What follows belongs to an exercise in optimizing a design on an open flow for small area and a short achievable clock period; a production flow would make more cautious choices. Function was not checked in any run shown here: the RTL went through the layout flow alone. Power figures rest on the tool's default switching activity, not on a simulated workload.

`design/flow/config.mk`:
```
export PLATFORM = sky130hd
export DESIGN_NAME = pwm_block
export DESIGN_NICKNAME = pwm_block
export VERILOG_FILES = /design/flow/design.v
export SDC_FILE = /design/flow/constraint.sdc
export NUM_CORES = 4
export LEC_CHECK = 0
export ABC_AREA = 1
export CAP_MARGIN = 20
export CORE_MARGIN = 2
export CORE_UTILIZATION = 40
export SLEW_MARGIN = 20
export SYNTH_HIERARCHICAL = 1
export BUFFER_PORTS_ARGS = -buffer_cell sky130_fd_sc_hd__buf_1
export CTS_ARGS = -sink_clustering_enable -repair_clock_nets -dont_use_dummy_load -buf_list sky130_fd_sc_hd__clkbuf_8
export SETUP_SLACK_MARGIN = 6.5
```
`design/flow/constraint.sdc`:
```
create_clock -name core_clock -period 12.0 [get_ports {clk}]
set_input_delay 2.4000 -clock core_clock [delete_from_list [all_inputs] [get_ports {clk}]]
set_output_delay 2.4000 -clock core_clock [all_outputs]
set_load 0.01 [all_outputs]
```
`design/flow/design.v`:
```
module pwm_block (
    input  wire        clk,
    input  wire        rst,
    input  wire        fast_tick,
    input  wire        slow_tick,
    input  wire        cmd_valid,
    input  wire [31:0] cmd,
    output reg         rsp_valid,
    output reg  [2:0]  rsp_err,
    output reg  [31:0] rsp_data,
    output wire [5:0]  out
);
    reg        [31:0] fast_q;
    reg        [31:0] slow_q;
    reg               slow_pend_q;
    reg        [5:0]  out_q;
    reg               pwm_on_q;
    reg        [15:0] thr_q;
    reg        [7:0]  step_q;
    reg               dir_q;
    reg        [2:0]  sch_q;
    reg               stopreq_q;
    reg        [1:0]  mode_q;       
    reg               cancelled_q;
    reg               f_illop_q;
    reg               f_busy_q;
    reg               f_invch_q;
    reg               f_operand_q;
    assign out = out_q;
    wire [3:0] op    = cmd[31:28];
    wire [2:0] c_ch  = cmd[27:25];
    wire       c_b   = cmd[24];
    wire [7:0] c_s8  = cmd[23:16];
    wire z_imm = ~|cmd[15:0];
    wire z_s8  = ~|c_s8;
    wire z_ch  = ~|c_ch;
    wire op_rdf   = (op == 4'h1);
    wire op_rds   = (op == 4'h2);
    wire op_rstf  = (op == 4'h3);
    wire op_rsts  = (op == 4'h4);
    wire op_set   = (op == 4'h5);
    wire op_poll  = (op == 4'h6);
    wire op_load  = (op == 4'h7);
    wire op_estep = (op == 4'h8);
    wire op_glow  = (op == 4'h9);
    wire op_pulse = (op == 4'hA);
    wire op_canc  = (op == 4'hB);
    wire op_rdst  = (op == 4'hC);
    wire op_rdenv = (op == 4'hD);
    wire legal =
        ((op_rdf | op_rds | op_rstf | op_rsts | op_canc | op_rdst | op_rdenv) & z_ch & ~c_b & z_s8 & z_imm) |
        (op_set & z_s8 & z_imm) |
        ((op_poll | op_glow) & ~c_b & z_s8) |
        (op_load & z_ch) |
        ((op_estep | op_pulse) & ~c_b & z_s8 & z_imm);
    wire busy    = mode_q[0] | mode_q[1];
    wire ch_bad  = c_ch[2] & c_ch[1];
    wire imm_bad = cmd[15] | (|cmd[14:9]) | (cmd[8:0] > 9'd500);
    wire need_idle = op_rstf | op_rsts | op_set | op_poll | op_load | op_estep | op_glow | op_pulse;
    wire need_ch   = op_set | op_poll | op_estep | op_glow | op_pulse;
    wire need_imm  = op_poll | op_glow;
    wire e_busy = need_idle & busy;
    wire e_ch   = need_ch & ch_bad;
    wire e_opnd = (need_imm & imm_bad) | (op_load & z_s8);
    wire [2:0] err =
        ~legal ? 3'd1 :
        e_busy ? 3'd2 :
        e_ch   ? 3'd3 :
        e_opnd ? 3'd4 : 3'd0;
    wire ok      = cmd_valid & legal & ~e_busy & ~e_ch & ~e_opnd;
    wire a_rstf  = ok & op_rstf;
    wire a_rsts  = ok & op_rsts;
    wire a_set   = ok & op_set;
    wire a_poll  = ok & op_poll;
    wire a_load  = ok & op_load;
    wire a_estep = ok & op_estep;
    wire a_glow  = ok & op_glow;
    wire a_pulse = ok & op_pulse;
    wire a_canc  = ok & op_canc;
    wire fg      = ~cmd_valid & busy;
    wire fg_stop = fg & stopreq_q;
    wire fg_glow = fg & ~stopreq_q & mode_q[0];
    wire fg_env  = fg & ~stopreq_q & mode_q[1] & slow_pend_q;
    wire        thr_neg = thr_q[15];
    wire        thr_hi;
    wire [15:0] env_new;
    wire [7:0]  env_step_n;
    wire        env_dir_n;
    pwm_env u_env (
        .thr_q(thr_q), .step_q(step_q), .dir_q(dir_q),
        .thr_hi(thr_hi), .env_new(env_new), .env_step_n(env_step_n), .env_dir_n(env_dir_n)
    );
    wire       do_env  = a_estep | fg_env;
    wire       do_poll = a_poll | do_env | fg_glow;
    wire [2:0] pch     = cmd_valid ? c_ch : sch_q;
    wire fz      = ~|fast_q[31:9];
    wire lt500   = fz & (fast_q[8:0] < 9'd500);
    wire gt500   = ~fz | (fast_q[8:0] > 9'd500);
    wire lt_imm  = fz & (fast_q[8:0] < cmd[8:0]);
    wire lt_raw  = fz & (fast_q[8:0] < thr_q[8:0]);
    wire lt_thr  = thr_hi ? lt500 : (~thr_neg & lt_raw);
    wire lt      = a_poll ? lt_imm : lt_thr;
    wire set_on  = gt500 | (~pwm_on_q & lt);
    wire set_off = pwm_on_q & lt500;
    wire p_wr    = do_poll & (set_on | set_off);
    reg [31:0] fast_inc, slow_inc;
    reg [31:0] fc, sc;
    reg [7:0]  fg4, sg4;
    reg [8:0]  fC, sC;
    integer j;
    always @(*) begin
        for (j = 0; j < 8; j = j + 1) begin
            fg4[j] = &fast_q[4*j +: 4];
            sg4[j] = &slow_q[4*j +: 4];
        end
        fC[0] = 1'b1;
        for (j = 0; j < 8; j = j + 1)
            fC[j + 1] = fC[j] & fg4[j];
        for (j = 0; j < 8; j = j + 1) begin
            fc[4*j]     = fC[j];
            fc[4*j + 1] = fC[j] & fast_q[4*j];
            fc[4*j + 2] = fC[j] & fast_q[4*j] & fast_q[4*j + 1];
            fc[4*j + 3] = fC[j] & fast_q[4*j] & fast_q[4*j + 1] & fast_q[4*j + 2];
        end
        fast_inc = fast_q ^ (fc & {32{fast_tick}});
        sc[0] = 1'b1;
        sc[1] = slow_q[0];
        sc[2] = ~(slow_q[0] & slow_q[1]);
        sc[3] = slow_q[2] | (slow_q[0] & slow_q[1]);
        sC[1] = sc[3] & slow_q[3];
        for (j = 1; j < 8; j = j + 1)
            sC[j + 1] = sC[j] & sg4[j];
        for (j = 1; j < 8; j = j + 1) begin
            sc[4*j]     = sC[j];
            sc[4*j + 1] = sC[j] & slow_q[4*j];
            sc[4*j + 2] = sC[j] & slow_q[4*j] & slow_q[4*j + 1];
            sc[4*j + 3] = sC[j] & slow_q[4*j] & slow_q[4*j + 1] & slow_q[4*j + 2];
        end
        sC[0] = 1'b0;
        slow_inc = slow_q ^ (sc & {32{slow_tick}});
    end
    wire fast_clr = a_rstf | a_pulse | (do_poll & gt500);
    wire slow_clr = a_rsts | a_pulse;
    reg [5:0] out_n;
    integer i;
    always @(*) begin
        out_n = out_q;
        for (i = 0; i < 6; i = i + 1) begin
            if (a_set && c_ch == i)
                out_n[i] = c_b;
            if (p_wr && pch == i)
                out_n[i] = set_on;
        end
    end
    wire [31:0] rd_data =
        ({32{op_rdf}}   & fast_q) |
        ({32{op_rds}}   & slow_q) |
        ({32{op_rdst}}  & {12'd0, f_operand_q, f_invch_q, f_busy_q, f_illop_q,
                           1'b0, sch_q, cancelled_q, stopreq_q, mode_q,
                           dir_q, pwm_on_q, out_q}) |
        ({32{op_rdenv}} & {8'd0, step_q, thr_q});
    always @(posedge clk) begin
        rsp_err  <= err;
        rsp_data <= legal ? rd_data : 32'd0;
    end
    always @(posedge clk) begin
        if (rst) begin
            fast_q      <= 32'd0;
            slow_q      <= 32'd0;
            slow_pend_q <= 1'b0;
            out_q       <= 6'd0;
            pwm_on_q    <= 1'b0;
            thr_q       <= 16'd20;
            step_q      <= 8'd1;
            dir_q       <= 1'b0;
            sch_q       <= 3'd0;
            stopreq_q   <= 1'b0;
            mode_q      <= 2'd0;
            cancelled_q <= 1'b0;
            f_illop_q   <= 1'b0;
            f_busy_q    <= 1'b0;
            f_invch_q   <= 1'b0;
            f_operand_q <= 1'b0;
            rsp_valid   <= 1'b0;
        end else begin
            rsp_valid <= cmd_valid;
            fast_q <= fast_clr ? {31'd0, fast_tick} : fast_inc;
            slow_q <= slow_clr ? {29'd0, slow_tick, 1'b0, slow_tick} : slow_inc;
            if (a_pulse | fg_env)
                slow_pend_q <= slow_tick;
            else if (slow_tick)
                slow_pend_q <= 1'b1;
            out_q <= out_n;
            if (p_wr)
                pwm_on_q <= set_on;
            else if (a_glow | a_pulse)
                pwm_on_q <= 1'b0;
            if (a_load | a_glow)
                thr_q <= cmd[15:0];
            else if (a_pulse)
                thr_q <= 16'd20;
            else if (do_env)
                thr_q <= env_new;
            if (a_load)
                step_q <= c_s8;
            else if (a_pulse)
                step_q <= 8'd1;
            else if (do_env)
                step_q <= env_step_n;
            if (a_load)
                dir_q <= c_b;
            else if (a_pulse)
                dir_q <= 1'b0;
            else if (do_env)
                dir_q <= env_dir_n;
            if (a_glow | a_pulse)
                sch_q <= c_ch;
            if (a_glow | a_pulse | fg_stop)
                stopreq_q <= 1'b0;
            else if (a_canc & busy)
                stopreq_q <= 1'b1;
            if (a_glow)
                mode_q <= 2'd1;
            else if (a_pulse)
                mode_q <= 2'd2;
            else if (fg_stop)
                mode_q <= 2'd0;
            if (a_glow | a_pulse)
                cancelled_q <= 1'b0;
            else if (fg_stop)
                cancelled_q <= 1'b1;
            if (cmd_valid) begin
                if (err == 3'd1) f_illop_q   <= 1'b1;
                if (err == 3'd2) f_busy_q    <= 1'b1;
                if (err == 3'd3) f_invch_q   <= 1'b1;
                if (err == 3'd4) f_operand_q <= 1'b1;
            end
        end
    end
endmodule
module pwm_env (
    input  wire [15:0] thr_q,
    input  wire [7:0]  step_q,
    input  wire        dir_q,
    output wire        thr_hi,
    output wire [15:0] env_new,
    output wire [7:0]  env_step_n,
    output wire        env_dir_n
);
    wire thr_neg = thr_q[15];
    assign thr_hi = ~thr_q[15] & ((|thr_q[14:9]) | (thr_q[8:0] >= 9'd500));
    wire clamp   = thr_neg | thr_hi;
    wire [9:0] ea = {1'b0, thr_q[8:0]};
    wire [9:0] eb = {2'b0, step_q ^ {8{dir_q}}};
    reg  [9:0] pg_g, pg_p, cy;
    reg  [9:0] gg, pp;
    integer m, n;
    always @(*) begin
        pg_g = ea & eb;
        pg_p = ea ^ eb;
        gg = pg_g;
        pp = pg_p;
        gg[0] = pg_g[0] | (pg_p[0] & dir_q);
        for (m = 1; m < 10; m = m * 2)
            for (n = 9; n >= m; n = n - 1) begin
                gg[n] = gg[n] | (pp[n] & gg[n - m]);
                pp[n] = pp[n] & pp[n - m];
            end
        cy = {gg[8:0], dir_q};
    end
    wire [9:0] v = pg_p ^ cy;
    wire       xneg = dir_q & ~v[9] & ~v[8];
    wire [7:0] dp   = dir_q ? {1'b0, v[9], v[7:2]} : v[9:2];
    reg [5:0] qp;
    reg [4:0] r, rn;
    integer k;
    always @(*) begin
        qp[5] = (dp[7:5] >= 3'd5);
        case (dp[7:5])
            3'd0, 3'd5: r = 5'b00001;
            3'd1, 3'd6: r = 5'b00010;
            3'd2, 3'd7: r = 5'b00100;
            3'd3:       r = 5'b01000;
            default:    r = 5'b10000;
        endcase
        for (k = 4; k >= 0; k = k - 1) begin
            qp[k] = r[3] | r[4] | (r[2] & dp[k]);
            rn[0] = dp[k] ? r[2] : r[0];
            rn[1] = dp[k] ? r[0] : r[3];
            rn[2] = dp[k] ? r[3] : r[1];
            rn[3] = dp[k] ? r[1] : r[4];
            rn[4] = dp[k] ? r[4] : r[2];
            r = rn;
        end
    end
    wire [4:0] qn = {1'b0, qp[3:0]} + 5'd20 + {4'd0, r[4] & (v[1:0] != 2'b00)};
    assign env_new = thr_hi  ? {11'd0, 2'b11, 2'b00, dir_q} :
                          thr_neg ? 16'd0 :
                          xneg    ? {{11{qn[4]}}, qn} :
                                    {10'd0, qp};
    assign env_step_n = clamp ? 8'd1 : step_q;
    assign env_dir_n = dir_q ^ clamp;
endmodule
```
`design/flow/flow/run.sh`:
```
#!/bin/bash
# Layout flow: the standard ORFS flow (standard.sh) with these changes:
#  * synthesis is the standard synthesis script, except that ABC maps the
#    logic with the area-oriented script flow/abc.script (registers, their
#    names and cell types are untouched);
#  * ports are buffered with buf_1 cells instead of delay buffers;
#  * CTS uses the buffers in CTS_BUF_LIST without dummy loads.
# Each tool's output goes to the ORFS logs under orfs/logs and to flow_*.log here.
set -euo pipefail
W=$(pwd)
F=$W/flow

# synthesis script: synth_recipe.tcl sourcing a copy of ORFS synth.tcl whose
# abc call uses our script
sed "s#^  log_cmd abc {\*}\$abc_args#  log_cmd abc -script $F/abc.script {*}[lrange \$abc_args 2 end]#" \
    "$FLOW_HOME/scripts/synth.tcl" > "$W/my_synth.tcl"
grep -q "abc -script $F/abc.script" "$W/my_synth.tcl"
sed "s#source \$::env(SCRIPTS_DIR)/synth.tcl#source $W/my_synth.tcl#" "$W/synth_recipe.tcl" > "$W/my_synth_recipe.tcl"
grep -q "source $W/my_synth.tcl" "$W/my_synth_recipe.tcl"

cat "$F/extra.mk" >> "$W/config.mk"

sed "s#SYNTH_SCRIPT=[^ ]*synth_recipe.tcl#SYNTH_SCRIPT=$W/my_synth_recipe.tcl#" "$W/standard.sh" > "$W/my_standard.sh"
grep -q "SYNTH_SCRIPT=$W/my_synth_recipe.tcl" "$W/my_standard.sh"

bash "$W/my_standard.sh" > "$W/flow_make.log" 2>&1
```
`design/flow/flow/abc.script`:
```
strash
&get -n
&dch
&nf
&put
```
`design/flow/flow/extra.mk`:
```
export BUFFER_PORTS_ARGS = -buffer_cell sky130_fd_sc_hd__buf_1
export CTS_ARGS = -sink_clustering_enable -repair_clock_nets -dont_use_dummy_load -buf_list sky130_fd_sc_hd__clkbuf_8
export SETUP_SLACK_MARGIN = 6.5
```
`design/flow/standard.sh`:
```
#!/bin/bash
# synth_recipe.tcl (not shown) runs the flow's synth.tcl, then flattens the netlist and writes it again
# the make line also repeats each setting of config.mk as NAME=value (left out here)
make -C /OpenROAD-flow-scripts/flow DESIGN_CONFIG=/design/flow/config.mk WORK_HOME=/design/flow/orfs CLKGATE_MAP_FILE= SYNTH_SCRIPT=/design/flow/synth_recipe.tcl "${@:-finish}"
```
==> out/qor.txt, run 1 <==
Top routing layer in use = met4
Post-synthesis sequential area ratio = 0.371
Worst hold path class = flip-flop to flip-flop
Share of the synthesized area in the top cell type = 0.371
Post-synthesis compound-gate area fraction = 0.212
Starting Density = 0.411
CTS Buf Count = 17
Placed Cells = 1274
I/O pins = 79
Crit Path Max Fanout = 7
Buf+Inv Stages, Crit Path = 1
Delay-heaviest family, CP = simple AND/OR/NAND/NOR gates
Final Hold Viols = 0
Worst-Margin Slew = 0.867 ns
RSZ-0062 raised after global routing = false
Area leader, netlist = dfxtp_1
Drt drc = 0
Fin nets = 1105
Critical path arrival = 5.61 ns
PwrDens = 92.6 nW/um^2
Fin. max-slew vios = 0
CP peak stage delay = 0.56 ns
Run status = timing/DRC/antenna clean
Row Count = 50
Antenna diode count = 0
CTS tree = yes
Rel. slew slack = 0.417
Post-synthesis mux area share = 0.0211
Clock Latency Late Sink = 0.45 ns
Syn nets = 1003
Met2 wire length = 11.0 mm
Final Critical Period = 5.29 ns
Synth cell types = 57
Pre-antenna DRT Iters = 7
Worst Slack Setup Final = 6.71 ns
Crit-path slowest cell = or4_1
Tcrit/Tclk final = 0.441
Post-place setup slack = 5.83 ns
Startpoint types = input pin
Total wire length = 24.6 mm
Maximum vdd ir drop = 0.0668 mV
Num Clock Sinks = 144
GRT overflow = 0
DP Area = 8450 um^2
Synth warn = 8
Fin cells = 1298
Die height = 143 um
Layout cells sized above 1 = 0.0559
Post-Synth Adder-Cell Area = 0.0461
Max-cap violations = 0
Number of synthesized flops with an enable pin = 0
Initial drt markers = 756
Synth cell count leaders = dfxtp_1, nor2_1, a21oi_1
Hold-fix buffers, CTS = 0
Main combinational cell family by area after synthesis = simple AND/OR/NAND/NOR gates
Die X = 143 um
Number of vias per cell = 5.95
Tot GR Track Use = 0.238
Mapped Cells = 938
Global-route wire length before repair = 37.7 mm
Total core area = 18900 um^2
I/O Buffers = 78
Synth Register Bits = 144
Async S/R FF share, synth = 0
Final setup skew = 0.0370 ns
Final setup viols = 0
CTS Buffer Depth = 2
GPL Wtd Cong = 0.923
M1 WL = 11.2 mm
CP Capture Type = flip-flop
Multi-input logic area = 4870 um^2
Vias post-DR = 7729
Wire per inst = 18.9 um
Syn Std Cell Area = 7770 um^2
H-tree depth = 4
Post-synthesis simple-gate area fraction = 0.282
CP Data Required Time = 12.32 ns
Register area = 2890 um^2
Number of fill cells = 1992
Area Overhead vs Synth = 13.6%
Vias in the first global route = 6846
Clk pin slew, worst setup/hold paths = 0.10 ns
Ys flop type = dfxtp_1
Max frequency = 189 MHz
Synth Area per Inst = 8.28 um^2
Initial antenna violation count = 0
Setup TNS = 0 ns
Critical path class = input pin to flip-flop
ANT nets after route = 0
Final Util = 0.467
Root Driver = clkbuf_8
Pin count of the biggest net entering global routing = 50
Top post-synthesis cells by area = dfxtp_1, nor2_1, a21oi_1
Post-DP HPWL = 17.7 mm
XOR/XNOR share of the synthesized area = 0.0440
Die Area = 20500 um^2
Crit-path cells = clkbuf_2, nand2b_1, nor2_1, or4_1, and3_1, or2_0, a2111oi_2, and2_1, nor4bb_1, mux2i_1, a21oi_1
Most frequent cell after synthesis = dfxtp_1
Leakage = 3.04 nW
DR WL met3 = 1.66 mm
Layout Cell Area excl Fill = 8830 um^2
-- final cells by class --
type,instances,share of cell area
clock buffers,17,0.0265
inverters,31,0.0132
flip-flops and latches,144,0.327
repair buffers,90,0.0445
multi-input cells,756,0.552
well taps,260,0.0369
-- logic make-up (layout without fill, tap and decap cells) --
kind of cell / count (synthesis) / in the layout
XOR/XNOR: 39 / 39
adder cells (fa/ha/maj): 28 / 28
AO/OA/AOI/OAI: 242 / 242
multiplexers: 16 / 16
AND/OR/NAND/NOR: 429 / 431
flip-flops: 144 / 144
buffers and inverters: 40 / 138
-- state kept, by name (all words and copies together), names as in the netlist, 2 cells and up --
register  cells
rsp_err       3
fast_q       32
mode_q        2
slow_q       32
out_q         6
thr_q        16
sch_q         3
step_q        8
rsp_data     32
-- power breakdown --
part           internal (mW)  switching, mW  leakage, nW  total, mW
registers              0.481        0.00464         1.16      0.486
clock network          0.125          0.156        0.122      0.281
logic                 0.0165         0.0345         1.76     0.0510
total                  0.622          0.195         3.04      0.817
-- worst paths after layout --
kind / from / endpoint / slack (ns) / depth (start not counted)
max: cmd[30] / out_q[2] / 6.71 / 11
max reg2reg: dir_q / thr_q[7] / 6.88 / 22
min reg2reg: slow_q[7] / rsp_data[7] / 0.48 / 2
min: slow_q[7] / rsp_data[7] / 0.48 / 2
-- timing repair --
action,in CTS,in global routing
gates resized for setup,7,17
endpoints found under the setup margin,25,88
pin swaps,1,5
setup buffers,0,5
gates cloned,1,1
-- worst reg2reg max path: stages (launching register included) --
cell and delay (ns):
dfxtp_4 0.41, buf_4 0.20, mux2i_1 0.15, fa_1 0.45, nand3b_1 0.19, a21oi_1 0.26, nor3_2 0.12, o31a_2 0.43
mux2i_1 0.23, o311ai_0 0.21, and2_0 0.21, mux2i_1 0.18, nor2_1 0.06, a21oi_1 0.18, a22oi_1 0.11, o21a_1 0.12
ha_1 0.22, ha_1 0.21, o31a_1 0.40, nor2_4 0.22, and3_1 0.18, a21oi_1 0.04, a211oi_1 0.25
-- layer usage --
layer	global-route usage	up-vias
met5	0	-
met4	0.0805	0
met2	0.366	279
li1	-	3772
met1	0.331	3642
met3	0.0513	36
-- stage by stage --
step	hold WS, ns	power (mW)
CTS	0.482	0.824
detailed placement	0.466	0.546
finish	0.480	0.817
floorplan	0.437	0.521
global placement	0.469	0.546
global route	0.513	0.852
-- layout by cell type, fill, tap and decap left out, drive strengths merged, types with 6 or more instances in the layout --
| cell type | instances |
|---|---|
| nor2 | 125 |
| a21o | 7 |
| or3 | 6 |
| or2 | 7 |
| clkbuf | 21 |
| nand2b | 10 |
| nand3b | 7 |
| mux2i | 13 |
| and2 | 23 |
| and4 | 14 |
| a31oi | 12 |
| a222oi | 23 |
| o21ai | 24 |
| xnor2 | 20 |
| and3 | 29 |
| ha | 27 |
| nor3 | 57 |
| a22oi | 19 |
| nand2 | 66 |
| clkinv | 31 |
| nor4 | 20 |
| dfxtp | 144 |
| o211ai | 6 |
| xor2 | 19 |
| a211oi | 30 |
| a21oi | 79 |
| nand4 | 23 |
| buf | 86 |
| nand3 | 22 |
-- modules after synthesis, one instance, submodules excluded --
module / copies in the design / cell area, um^2
pwm_block: 1 / 6640
pwm_env: 1 / 1120
==> run 2, diff against run 1 <==
--- a/design/flow/design.v
+++ b/design/flow/design.v
@@ -103,44 +103,11 @@
     wire set_on  = gt500 | (~pwm_on_q & lt);
     wire set_off = pwm_on_q & lt500;
     wire p_wr    = do_poll & (set_on | set_off);
-    reg [31:0] fast_inc, slow_inc;
-    reg [31:0] fc, sc;
-    reg [7:0]  fg4, sg4;
-    reg [8:0]  fC, sC;
-    integer j;
-    always @(*) begin
-        for (j = 0; j < 8; j = j + 1) begin
-            fg4[j] = &fast_q[4*j +: 4];
-            sg4[j] = &slow_q[4*j +: 4];
-        end
-        fC[0] = 1'b1;
-        for (j = 0; j < 8; j = j + 1)
-            fC[j + 1] = fC[j] & fg4[j];
-        for (j = 0; j < 8; j = j + 1) begin
-            fc[4*j]     = fC[j];
-            fc[4*j + 1] = fC[j] & fast_q[4*j];
-            fc[4*j + 2] = fC[j] & fast_q[4*j] & fast_q[4*j + 1];
-            fc[4*j + 3] = fC[j] & fast_q[4*j] & fast_q[4*j + 1] & fast_q[4*j + 2];
-        end
-        fast_inc = fast_q ^ (fc & {32{fast_tick}});
-        sc[0] = 1'b1;
-        sc[1] = slow_q[0];
-        sc[2] = ~(slow_q[0] & slow_q[1]);
-        sc[3] = slow_q[2] | (slow_q[0] & slow_q[1]);
-        sC[1] = sc[3] & slow_q[3];
-        for (j = 1; j < 8; j = j + 1)
-            sC[j + 1] = sC[j] & sg4[j];
-        for (j = 1; j < 8; j = j + 1) begin
-            sc[4*j]     = sC[j];
-            sc[4*j + 1] = sC[j] & slow_q[4*j];
-            sc[4*j + 2] = sC[j] & slow_q[4*j] & slow_q[4*j + 1];
-            sc[4*j + 3] = sC[j] & slow_q[4*j] & slow_q[4*j + 1] & slow_q[4*j + 2];
-        end
-        sC[0] = 1'b0;
-        slow_inc = slow_q ^ (sc & {32{slow_tick}});
-    end
     wire fast_clr = a_rstf | a_pulse | (do_poll & gt500);
     wire slow_clr = a_rsts | a_pulse;
+    wire [31:0] fast_d, slow_d;
+    pwm_inc1 u_finc (.q(fast_q), .tick(fast_tick), .kill(rst | fast_clr), .rst(rst), .d(fast_d));
+    pwm_inc5 u_sinc (.q(slow_q), .tick(slow_tick), .kill(rst | slow_clr), .rst(rst), .d(slow_d));
     reg [5:0] out_n;
     integer i;
     always @(*) begin
@@ -160,13 +127,13 @@
                            dir_q, pwm_on_q, out_q}) |
         ({32{op_rdenv}} & {8'd0, step_q, thr_q});
     always @(posedge clk) begin
+        fast_q   <= fast_d;
+        slow_q   <= slow_d;
         rsp_err  <= err;
         rsp_data <= legal ? rd_data : 32'd0;
     end
     always @(posedge clk) begin
         if (rst) begin
-            fast_q      <= 32'd0;
-            slow_q      <= 32'd0;
             slow_pend_q <= 1'b0;
             out_q       <= 6'd0;
             pwm_on_q    <= 1'b0;
@@ -184,8 +151,6 @@
             rsp_valid   <= 1'b0;
         end else begin
             rsp_valid <= cmd_valid;
-            fast_q <= fast_clr ? {31'd0, fast_tick} : fast_inc;
-            slow_q <= slow_clr ? {29'd0, slow_tick, 1'b0, slow_tick} : slow_inc;
             if (a_pulse | fg_env)
                 slow_pend_q <= slow_tick;
             else if (slow_tick)
@@ -250,33 +215,16 @@
     wire thr_neg = thr_q[15];
     assign thr_hi = ~thr_q[15] & ((|thr_q[14:9]) | (thr_q[8:0] >= 9'd500));
     wire clamp   = thr_neg | thr_hi;
-    wire [9:0] ea = {1'b0, thr_q[8:0]};
-    wire [9:0] eb = {2'b0, step_q ^ {8{dir_q}}};
-    reg  [9:0] pg_g, pg_p, cy;
-    reg  [9:0] gg, pp;
-    integer m, n;
-    always @(*) begin
-        pg_g = ea & eb;
-        pg_p = ea ^ eb;
-        gg = pg_g;
-        pp = pg_p;
-        gg[0] = pg_g[0] | (pg_p[0] & dir_q);
-        for (m = 1; m < 10; m = m * 2)
-            for (n = 9; n >= m; n = n - 1) begin
-                gg[n] = gg[n] | (pp[n] & gg[n - m]);
-                pp[n] = pp[n] & pp[n - m];
-            end
-        cy = {gg[8:0], dir_q};
-    end
-    wire [9:0] v = pg_p ^ cy;
+    wire [9:0] v = {1'b0, thr_q[8:0]} + {2'b0, step_q ^ {8{dir_q}}} + {9'd0, dir_q};
     wire       xneg = dir_q & ~v[9] & ~v[8];
-    wire [7:0] dp   = dir_q ? {1'b0, v[9], v[7:2]} : v[9:2];
-    reg [5:0] qp;
+    wire [7:0] y    = v[9:2];
+    wire [7:0] dd   = {~dir_q & y[7], ~xneg & (dir_q ? y[7] : y[6]), y[5:0] ^ {6{xneg}}};
+    reg [5:0] quot;
     reg [4:0] r, rn;
     integer k;
     always @(*) begin
-        qp[5] = (dp[7:5] >= 3'd5);
-        case (dp[7:5])
+        quot[5] = (dd[7:5] >= 3'd5);
+        case (dd[7:5])
             3'd0, 3'd5: r = 5'b00001;
             3'd1, 3'd6: r = 5'b00010;
             3'd2, 3'd7: r = 5'b00100;
@@ -284,20 +232,81 @@
             default:    r = 5'b10000;
         endcase
         for (k = 4; k >= 0; k = k - 1) begin
-            qp[k] = r[3] | r[4] | (r[2] & dp[k]);
-            rn[0] = dp[k] ? r[2] : r[0];
-            rn[1] = dp[k] ? r[0] : r[3];
-            rn[2] = dp[k] ? r[3] : r[1];
-            rn[3] = dp[k] ? r[1] : r[4];
-            rn[4] = dp[k] ? r[4] : r[2];
+            quot[k] = r[3] | r[4] | (r[2] & dd[k]);
+            rn[0] = dd[k] ? r[2] : r[0];
+            rn[1] = dd[k] ? r[0] : r[3];
+            rn[2] = dd[k] ? r[3] : r[1];
+            rn[3] = dd[k] ? r[1] : r[4];
+            rn[4] = dd[k] ? r[4] : r[2];
             r = rn;
         end
     end
-    wire [4:0] qn = {1'b0, qp[3:0]} + 5'd20 + {4'd0, r[4] & (v[1:0] != 2'b00)};
+    wire       n_inc = xneg & ~((v[1:0] == 2'b00) & r[4]);
+    wire [6:0] q7    = {xneg, quot ^ {6{xneg}}} + {6'd0, n_inc};
     assign env_new = thr_hi  ? {11'd0, 2'b11, 2'b00, dir_q} :
                           thr_neg ? 16'd0 :
-                          xneg    ? {{11{qn[4]}}, qn} :
-                                    {10'd0, qp};
+                                    {{9{q7[6]}}, q7};
     assign env_step_n = clamp ? 8'd1 : step_q;
     assign env_dir_n = dir_q ^ clamp;
 endmodule
+module pwm_inc1 (
+    input  wire [31:0] q,
+    input  wire        tick,
+    input  wire        kill,    
+    input  wire        rst,
+    output reg  [31:0] d
+);
+    reg [31:0] inc;
+    reg [31:0] c;
+    reg [7:0]  g4;
+    reg [8:0]  C;
+    integer j;
+    always @(*) begin
+        for (j = 0; j < 8; j = j + 1)
+            g4[j] = &q[4*j +: 4];
+        C[0] = 1'b1;
+        for (j = 0; j < 8; j = j + 1)
+            C[j + 1] = C[j] & g4[j];
+        for (j = 0; j < 8; j = j + 1) begin
+            c[4*j]     = C[j];
+            c[4*j + 1] = C[j] & q[4*j];
+            c[4*j + 2] = C[j] & q[4*j] & q[4*j + 1];
+            c[4*j + 3] = C[j] & q[4*j] & q[4*j + 1] & q[4*j + 2];
+        end
+        inc = q ^ (c & {32{tick}});
+        d = kill ? {31'd0, tick & ~rst} : inc;
+    end
+endmodule
+module pwm_inc5 (
+    input  wire [31:0] q,
+    input  wire        tick,
+    input  wire        kill,    
+    input  wire        rst,
+    output reg  [31:0] d
+);
+    reg [31:0] inc;
+    reg [31:0] c;
+    reg [7:0]  g4;
+    reg [8:0]  C;
+    integer j;
+    always @(*) begin
+        for (j = 0; j < 8; j = j + 1)
+            g4[j] = &q[4*j +: 4];
+        c[0] = 1'b1;
+        c[1] = q[0];
+        c[2] = ~(q[0] & q[1]);
+        c[3] = q[2] | (q[0] & q[1]);
+        C[0] = 1'b0;
+        C[1] = c[3] & q[3];
+        for (j = 1; j < 8; j = j + 1)
+            C[j + 1] = C[j] & g4[j];
+        for (j = 1; j < 8; j = j + 1) begin
+            c[4*j]     = C[j];
+            c[4*j + 1] = C[j] & q[4*j];
+            c[4*j + 2] = C[j] & q[4*j] & q[4*j + 1];
+            c[4*j + 3] = C[j] & q[4*j] & q[4*j + 1] & q[4*j + 2];
+        end
+        inc = q ^ (c & {32{tick}});
+        d = kill ? {29'd0, tick & ~rst, 1'b0, tick & ~rst} : inc;
+    end
+endmodule
==> design/flow/flow/extra.mk (replaced) <==
export BUFFER_PORTS_ARGS = -buffer_cell sky130_fd_sc_hd__buf_1
export CTS_ARGS = -sink_clustering_enable -repair_clock_nets -dont_use_dummy_load -buf_list sky130_fd_sc_hd__clkbuf_8
--- a/design/flow/config.mk
+++ b/design/flow/config.mk
@@ -13,4 +13,3 @@
 export SYNTH_HIERARCHICAL = 1
 export BUFFER_PORTS_ARGS = -buffer_cell sky130_fd_sc_hd__buf_1
 export CTS_ARGS = -sink_clustering_enable -repair_clock_nets -dont_use_dummy_load -buf_list sky130_fd_sc_hd__clkbuf_8
-export SETUP_SLACK_MARGIN = 6.5
==> run 2 against run 1 <==
Net effect:
- maximum frequency down 22%
- flip-flop and latch count did not move
- power up 1.9%
- largest power group unchanged
- cell count shrank 1.4%
- critical endpoint is now thr_q[6]
==> out/qor.txt, run 2 <==
Max-cap violations = 0 (unchanged)
Hold_sp = slow_q[19]
Most common cell after layout, fill and taps aside = dfxtp_1
Die Area = 20600 um^2 (+0.40%)
Die height = 144 um (+0.20%)
Global-route wire length before repair = 38.0 mm (+0.64%)
Post-synthesis sequential area ratio = 0.370 (-0.00155)
Synth Register Bits = 144 (unchanged)
Final setup skew = 0.0192 ns (-0.0177 ns)
CTS Buffer Depth = 2 (unchanged)
Top Registers = fast_q x32, rsp_data x32, slow_q x32
Register-to-Register Setup Slack = 5.22 ns (-1.66 ns)
Maximum vdd ir drop = 0.0559 mV (-16%)
CP peak stage delay = 0.76 ns (+0.20 ns)
Layout cells sized above 1 = 0.0335 (-0.0224)
Syn nets = 985 (-1.8%)
Ys flop type = dfxtp_1
Worst Slack Setup Final = 5.22 ns (-1.49 ns)
CP Capture Type = flip-flop
Startpoint types = flip-flop
H-tree depth = 4 (unchanged)
Total core area = 19300 um^2 (+2.0%)
I/O Buffers = 78 (unchanged)
PwrDens = 95.7 nW/um^2 (+3.4%)
Initial antenna violation count = 0 (unchanged)
Crit-path slowest cell = dfxtp_1
Layout Cell Area excl Fill = 8700 um^2 (-1.4%)
Worst-Margin Slew = 1.09 ns (+0.221 ns)
R2R depth = 20 (-9.1%)
Rel. slew slack = 0.274 (-0.143)
Top post-synthesis cells by area = dfxtp_1, a21oi_1, ha_1
CTS Buf Count = 17 (unchanged)
Tot GR Track Use = 0.240 (+0.00167)
End of the worst hold path = rsp_data[19]
Synth Area per Inst = 8.48 um^2 (+2.4%)
Async S/R FF share, synth = 0 (unchanged)
Final Critical Period = 6.78 ns (+1.49 ns)
ANT nets after route = 0 (unchanged)
Hold path cells = 2 (unchanged)
Initial drt markers = 649 (-14%)
Power, Total = 0.833 mW (+1.9%)
Worst hold path class = flip-flop to flip-flop
Final setup viols = 0 (unchanged)
Commonest non-fill, non-tap cells in the layout = dfxtp_1, nor2_1, a21oi_1
Number of vias per cell = 5.96 (+0.15%)
Launching point of the worst reg2reg path = dir_q
Most frequent cell after synthesis = dfxtp_1
Vias in the first global route = 6812 (-0.50%)
Starting Density = 0.405 (-0.00637)
Hold-fix buffers, CTS = 0 (unchanged)
Fin. max-slew vios = 0 (unchanged)
GRT overflow = 0 (unchanged)
Tcrit/Tclk final = 0.565 (+0.124)
GPL Wtd Cong = 0.909 (-1.5%)
Post-DP HPWL = 18.1 mm (+2.1%)
Post-place setup slack = 4.74 ns (-1.09 ns)
Final Hold Viols = 0 (unchanged)
Fin nets = 1082 (-2.1%)
Clk pin slew, worst setup/hold paths = 0.07 ns (-0.03 ns)
Setup TNS = 0 ns (unchanged)
Row Count = 51 (+2.0%)
Drt drc = 0 (unchanged)
Die X = 144 um (+0.20%)
FF-to-FF End = thr_q[6]
Area Overhead vs Synth = 11.6%
Critical path class = flip-flop to flip-flop
Mapped Cells = 920 (-1.9%)
Crit-path cells = xor2_1, ha_1, a21oi_1, o221ai_1, a211oi_1, nand3_1, xnor2_1, nor3_1, o31ai_1, mux2i_1, o21ai_0, mux2i_1, a211oi_1, xor2_1, ha_1, ha_1, nand3_1, nor3b_2, a221oi_1, a211oi_1
Area leader, netlist = dfxtp_1
Number of synthesized flops with an enable pin = 0 (unchanged)
Num Clock Sinks = 144 (unchanged)
Share of the synthesized area in the top cell type = 0.370 (-0.00155)
Syn Std Cell Area = 7800 um^2 (+0.42%)
Vias post-DR = 7633 (-1.2%)
Wire per inst = 19.0 um (+0.19%)
Pin count of the biggest net entering global routing = 45 (-10%)
Crit Path Max Fanout = 19 (+12)
Delay-heaviest family, CP = compound AO/OA/AOI/OAI gates
CP Data Required Time = 12.35 ns (+0.03 ns)
Antenna diode count = 0 (unchanged)
Clock Latency Late Sink = 0.44 ns (about the same)
RSZ-0062 raised after global routing = false
Max frequency = 147 MHz (-22%)
Number of fill cells = 2000 (+0.40%)
Synth warn = 10 (+2)
Setup Buffers After CTS = 0 (unchanged)
Synth cell count leaders = dfxtp_1, nor2_1, a21oi_1
Synth cell types = 62 (+8.8%)
DP Area = 8450 um^2 (about the same)
Buf+Inv Stages, Crit Path = 0 (-1)
Post-cts resize count = 0 (-7)
CTS tree = yes
Run status = timing/DRC/antenna clean
Total wire length = 24.3 mm (-1.2%)
Leakage = 2.92 nW (-4.0%)
Critical path arrival = 7.13 ns (+1.52 ns)
Root Driver = clkbuf_8
I/O pins = 79 (unchanged)
Pre-antenna DRT Iters = 6 (-1)
## run 2: layout make-up
cell class,count,area (um^2),share of cell area
Timing Repair Buffer,87,362,0.0416
Clock buffer,17,234,0.0269
Multi-Input combinational cell,727,4740,0.545
Tap cell,265,332,0.0381
Sequential cell,144,2880,0.331
Inverter,40,150,0.0173
## run 2: kinds of logic (layout without fill, tap and decap cells)
logic type               after synthesis  after routing  share of synthesized area
AO/OA/AOI/OAI                        289            289                      0.254
XOR/XNOR                              35             35                     0.0393
adder cells (fa/ha/maj)               28             28                     0.0459
buffers and inverters                 49            144                     0.0279
flip-flops                           144            144                      0.370
multiplexers                          19             19                     0.0253
AND/OR/NAND/NOR                      356            356                      0.238
## run 2: modules after synthesis, one instance, submodules excluded
module	copies in the design	cells
pwm_block	1	558
pwm_env	1	165
pwm_inc1	1	95
pwm_inc5	1	102
## run 2: metal layers
metal | global-route usage | share of wire | vias to the layer above
li1 | - | - | 3769
met1 | 0.346 | 0.47 | 3554
met3 | 0.0520 | 0.069 | 27
met5 | 0 | 0 | -
met2 | 0.358 | 0.44 | 283
met4 | 0.0681 | 0.022 | 0
## run 2: worst min-delay path: cells and delay by family (launching register included)
kind | cells | cell delay, ns
flops | 1 | 0.32
simple gates | 1 | 0.06
compound gates | 1 | 0.05
## run 2: stage by stage
stage | instances | util | hold WS [ns]
final | 1280 | 0.452 | 0.478
after global routing | 1280 | 0.452 | 0.500
after CTS | 1280 | 0.451 | 0.481
after detailed placement | 1263 | 0.439 | 0.470
after global placement | 1263 | 0.439 | 0.464
after floorplan | 920 | - | 0.437
## run 2: how the worst max path moves through the flow
stage / cells past startpoint / startpoint / slack, ns / end
floorplan: 11 / cmd[31] / 4.73 / fast_q[24]
global placement: 12 / cmd[28] / 4.85 / thr_q[11]
detailed placement: 13 / cmd[28] / 4.74 / thr_q[1]
CTS: 20 / dir_q / 4.87 / thr_q[6]
global route: 20 / dir_q / 4.40 / thr_q[13]
finish: 20 / dir_q / 5.22 / thr_q[6]
## run 2: power by group
group | leakage (nW) | internal [mW] | switching (mW)
logic | 1.64 | 0.0206 | 0.0409
clock network | 0.122 | 0.125 | 0.159
registers | 1.16 | 0.482 | 0.00579
total | 2.92 | 0.627 | 0.206
==> run 3, diff against run 2 <==
--- a/design/flow/config.mk
+++ b/design/flow/config.mk
@@ -10,6 +10,5 @@
 export CORE_MARGIN = 2
 export CORE_UTILIZATION = 40
 export SLEW_MARGIN = 20
-export SYNTH_HIERARCHICAL = 1
 export BUFFER_PORTS_ARGS = -buffer_cell sky130_fd_sc_hd__buf_1
 export CTS_ARGS = -sink_clustering_enable -repair_clock_nets -dont_use_dummy_load -buf_list sky130_fd_sc_hd__clkbuf_8
==> run 3 against run 2 <==
Net effect:
- critical endpoint is now thr_q[7]
- die area is 6.4% lower
- flip-flop and latch count stayed put
- hold slack worse by 0.0017 ns
- routed wire length is 11% lower
- clock skew is 0.012 ns higher
- core utilization is 0.53 points higher
- area after synthesis is 6.6% lower
- synthesized cell count is 6.8% lower
- largest cell class unchanged
- still clean
==> out/qor.txt, run 3 <==
Starting Density = 0.407 (+0.00236)
Tot GR Track Use = 0.225 (-0.0142)
Die X = 139 um (-3.2%)
Mapped Cells = 857 (-6.8%)
Number of fill cells = 1855 (-7.2%)
Initial drt markers = 646 (-0.46%)
Final Critical Period = 6.55 ns (-0.228 ns)
Syn Std Cell Area = 7290 um^2 (-6.6%)
Number of synthesized flops with an enable pin = 0 (unchanged)
Leakage = 2.85 nW (-2.3%)
Comb pwr share = 0.058 (-0.016)
GPL Wtd Cong = 0.989 (+8.8%)
Synth Register Bits = 144 (unchanged)
Max-cap violations = 0 (unchanged)
Final setup viols = 0 (unchanged)
Pin count of the biggest net entering global routing = 43 (-4.4%)
Final Hold Viols = 0 (unchanged)
CTS Buffer Depth = 2 (unchanged)
I/O pins = 79 (unchanged)
Total wire length = 21.7 mm (-11%)
DP Area = 7950 um^2 (-6.0%)
Vias post-DR = 6985 (-8.5%)
Initial antenna violation count = 0 (unchanged)
Syn nets = 922 (-6.4%)
Post-cts resize count = 0 (unchanged)
Setup TNS = 0 ns (unchanged)
H-tree depth = 4 (unchanged)
Area Overhead vs Synth = 12.2%
Root Driver = clkbuf_8
Antenna diode count = 0 (unchanged)
Setup Buffers After CTS = 0 (unchanged)
Fin nets = 1026 (-5.2%)
Post-place setup slack = 5.38 ns (+0.636 ns)
Layout Cell Area excl Fill = 8180 um^2 (-6.0%)
Clock Power Share = 0.342 (about the same)
Synth Area per Inst = 8.50 um^2 (+0.31%)
Startpoint types = flip-flop
Worst hold path class = flip-flop to flip-flop
Final Util = 0.457 (+0.00531)
Crit Path Max Fanout = 19 (unchanged)
Commonest non-fill, non-tap cells in the layout = dfxtp_1, nor2_1, a21oi_1
Fin. max-slew vios = 0 (unchanged)
Vias in the first global route = 6468 (-5.0%)
Num Clock Sinks = 144 (unchanged)
Top post-synthesis cells by area = dfxtp_1, nor2_1, a21oi_1
Post-synthesis sequential area ratio = 0.396 (+0.0260)
Critical path arrival = 6.88 ns (-0.25 ns)
Number of vias per cell = 5.88 (-1.4%)
Top Registers = fast_q x32, rsp_data x32, slow_q x32
Clock Latency Late Sink = 0.44 ns (about the same)
Maximum vdd ir drop = 0.0679 mV (+21%)
Flop pwr share = 0.600 (+0.015)
Critical path class = flip-flop to flip-flop
Placed Cells = 1171 (-7.3%)
Wire per inst = 18.3 um (-3.6%)
Run status = timing/DRC/antenna clean
Multi-input logic area = 4340 um^2 (-8.6%)
Global-route wire length before repair = 34.8 mm (-8.3%)
Tcrit/Tclk final = 0.546 (-0.0190)
Hold-fix buffers, CTS = 0 (unchanged)
Pre-antenna DRT Iters = 7 (+1)
Switching share of power = 0.234 (-0.0127)
CP Data Required Time = 12.33 ns (-0.02 ns)
Most frequent cell after synthesis = dfxtp_1
Row Count = 49 (-3.9%)
Layout cells sized above 1 = 0.0302 (-0.00326)
Worst Slack Setup Final = 5.45 ns (+0.228 ns)
Post-DP HPWL = 16.3 mm (-10%)
Ys flop type = dfxtp_1
GRT overflow = 0 (unchanged)
Max frequency = 153 MHz (+3.5%)
PwrDens = 99.2 nW/um^2 (+3.6%)
RSZ-0062 raised after global routing = false
Die height = 139 um (-3.2%)
ANT nets after route = 0 (unchanged)
Rel. slew slack = 0.368 (+0.0944)
Register area = 2880 um^2 (unchanged)
Synth cell count leaders = dfxtp_1, nor2_1, a21oi_1
Int Pwr = 0.621 mW (-1.0%)
CTS tree = yes
CP Capture Type = flip-flop
Final setup skew = 0.0308 ns (+0.0116 ns)
CTS Buf Count = 17 (unchanged)
Die Area = 19300 um^2 (-6.4%)
Fin cells = 1188 (-7.2%)
Async S/R FF share, synth = 0 (unchanged)
Worst-Margin Slew = 0.940 ns (-0.148 ns)
Net Sw Power = 0.190 mW (-7.6%)
Synth cell types = 55 (-11%)
Most common cell after layout, fill and taps aside = dfxtp_1
Clk pin slew, worst setup/hold paths = 0.07 ns (about the same)
Area leader, netlist = dfxtp_1
Drt drc = 0 (unchanged)
Synth warn = 4 (-6)
Total core area = 17900 um^2 (-7.1%)
Share of the synthesized area in the top cell type = 0.396 (+0.0260)
I/O Buffers = 78 (unchanged)
run 3: metrics by stage:
stage / power, mW / hold slack [ns]
floorplan: 0.519 / 0.437
global placement: 0.543 / 0.448
detailed placement: 0.544 / 0.464
CTS: 0.820 / 0.483
global route: 0.844 / 0.509
finish: 0.811 / 0.477
run 3: layer usage:
| metal | up-vias | global-route usage | part of all wire |
|---|---|---|---|
| met2 | 254 | 0.355 | 0.45 |
| met3 | 27 | 0.0425 | 0.073 |
| li1 | 3470 | - | - |
| met5 | - | 0 | 0 |
| met1 | 3234 | 0.313 | 0.45 |
| met4 | 0 | 0.0712 | 0.023 |
run 3: power by group through the flow:
stage                     combinational, mW  sequential (mW)  clock [mW]
after floorplan                      0.0237            0.495           0
after global placement               0.0462            0.497           0
after detailed placement             0.0464            0.497           0
after CTS                            0.0466            0.486       0.287
after global routing                 0.0519            0.487       0.305
final                                0.0471            0.487       0.277
run 3: critical path, stage by stage, from the launching register on:
cell and delay [ns]:
dfxtp_1 0.88, xor2_1 0.26, clkinv_1 0.13, fa_1 0.45
nand3b_1 0.20, a21oi_1 0.21, o21a_1 0.17, o2111a_1 0.62
xnor2_1 0.26, a21o_1 0.22, mux2_1 0.33, mux2i_1 0.27
mux2i_1 0.19, nand2_1 0.09, o21ai_0 0.10, a2111oi_0 0.55
xnor2_1 0.12, ha_1 0.25, ha_1 0.25, nand3_1 0.09
nand3_1 0.41, a221oi_1 0.40
run 3: final timing paths:
kind	startpoint	endpoint	slack, ns	depth (start not counted)
setup / recovery	dir_q	thr_q[7]	5.45	21
hold / removal	f_busy_q	f_busy_q	0.48	2
setup reg to reg	dir_q	thr_q[7]	5.45	21
hold reg to reg	f_busy_q	f_busy_q	0.48	2
run 3: cell families after synthesis:
group	synth area share
mux	0.0270
compound gates	0.215
xor+xnor	0.0481
flops	0.396
buf+inv	0.0129
fa+ha+maj	0.0505
simple gates	0.251
run 3: area by class of cell:
type / count / share of cell area
flip-flops and latches: 144 / 0.352
repair buffers: 85 / 0.0424
multi-input cells: 688 / 0.530
inverters: 25 / 0.0115
clock buffers: 17 / 0.0286
well taps: 229 / 0.0350

[re-timing with driven ports]
In the flow no input, the clock included, has a driving cell. The finished layouts below were timed again as built, in two steps. Step 1 assumes that a clkbuf_16 drives the clock port and a buf_2 every other input. Step 2 adds t to the input delays and takes it off the output delays; t is the mean of the earliest and latest rising clock arrival at the registers after step 1. Input paths then give back, and output paths get back, about the clock's delay inside the block. Slacks: ideal ports / drivers / drivers and shift; pairs: ideal ports / drivers.
run | t, ns | setup WS [ns] | clock arrival spread, ns
run 1 | 0.469 | 6.706 / 6.721 / 6.253 | 0.037 / 0.037
run 2 | 0.472 | 5.219 / 5.219 / 4.969 | 0.020 / 0.019
run 3 | 0.458 | 5.447 / 5.447 / 5.264 | 0.031 / 0.031
After both steps every run listed still meets setup and hold. The setup slack of run 1, which loses most, moves by +0.015 ns with the drivers and by -0.453 ns with both steps.
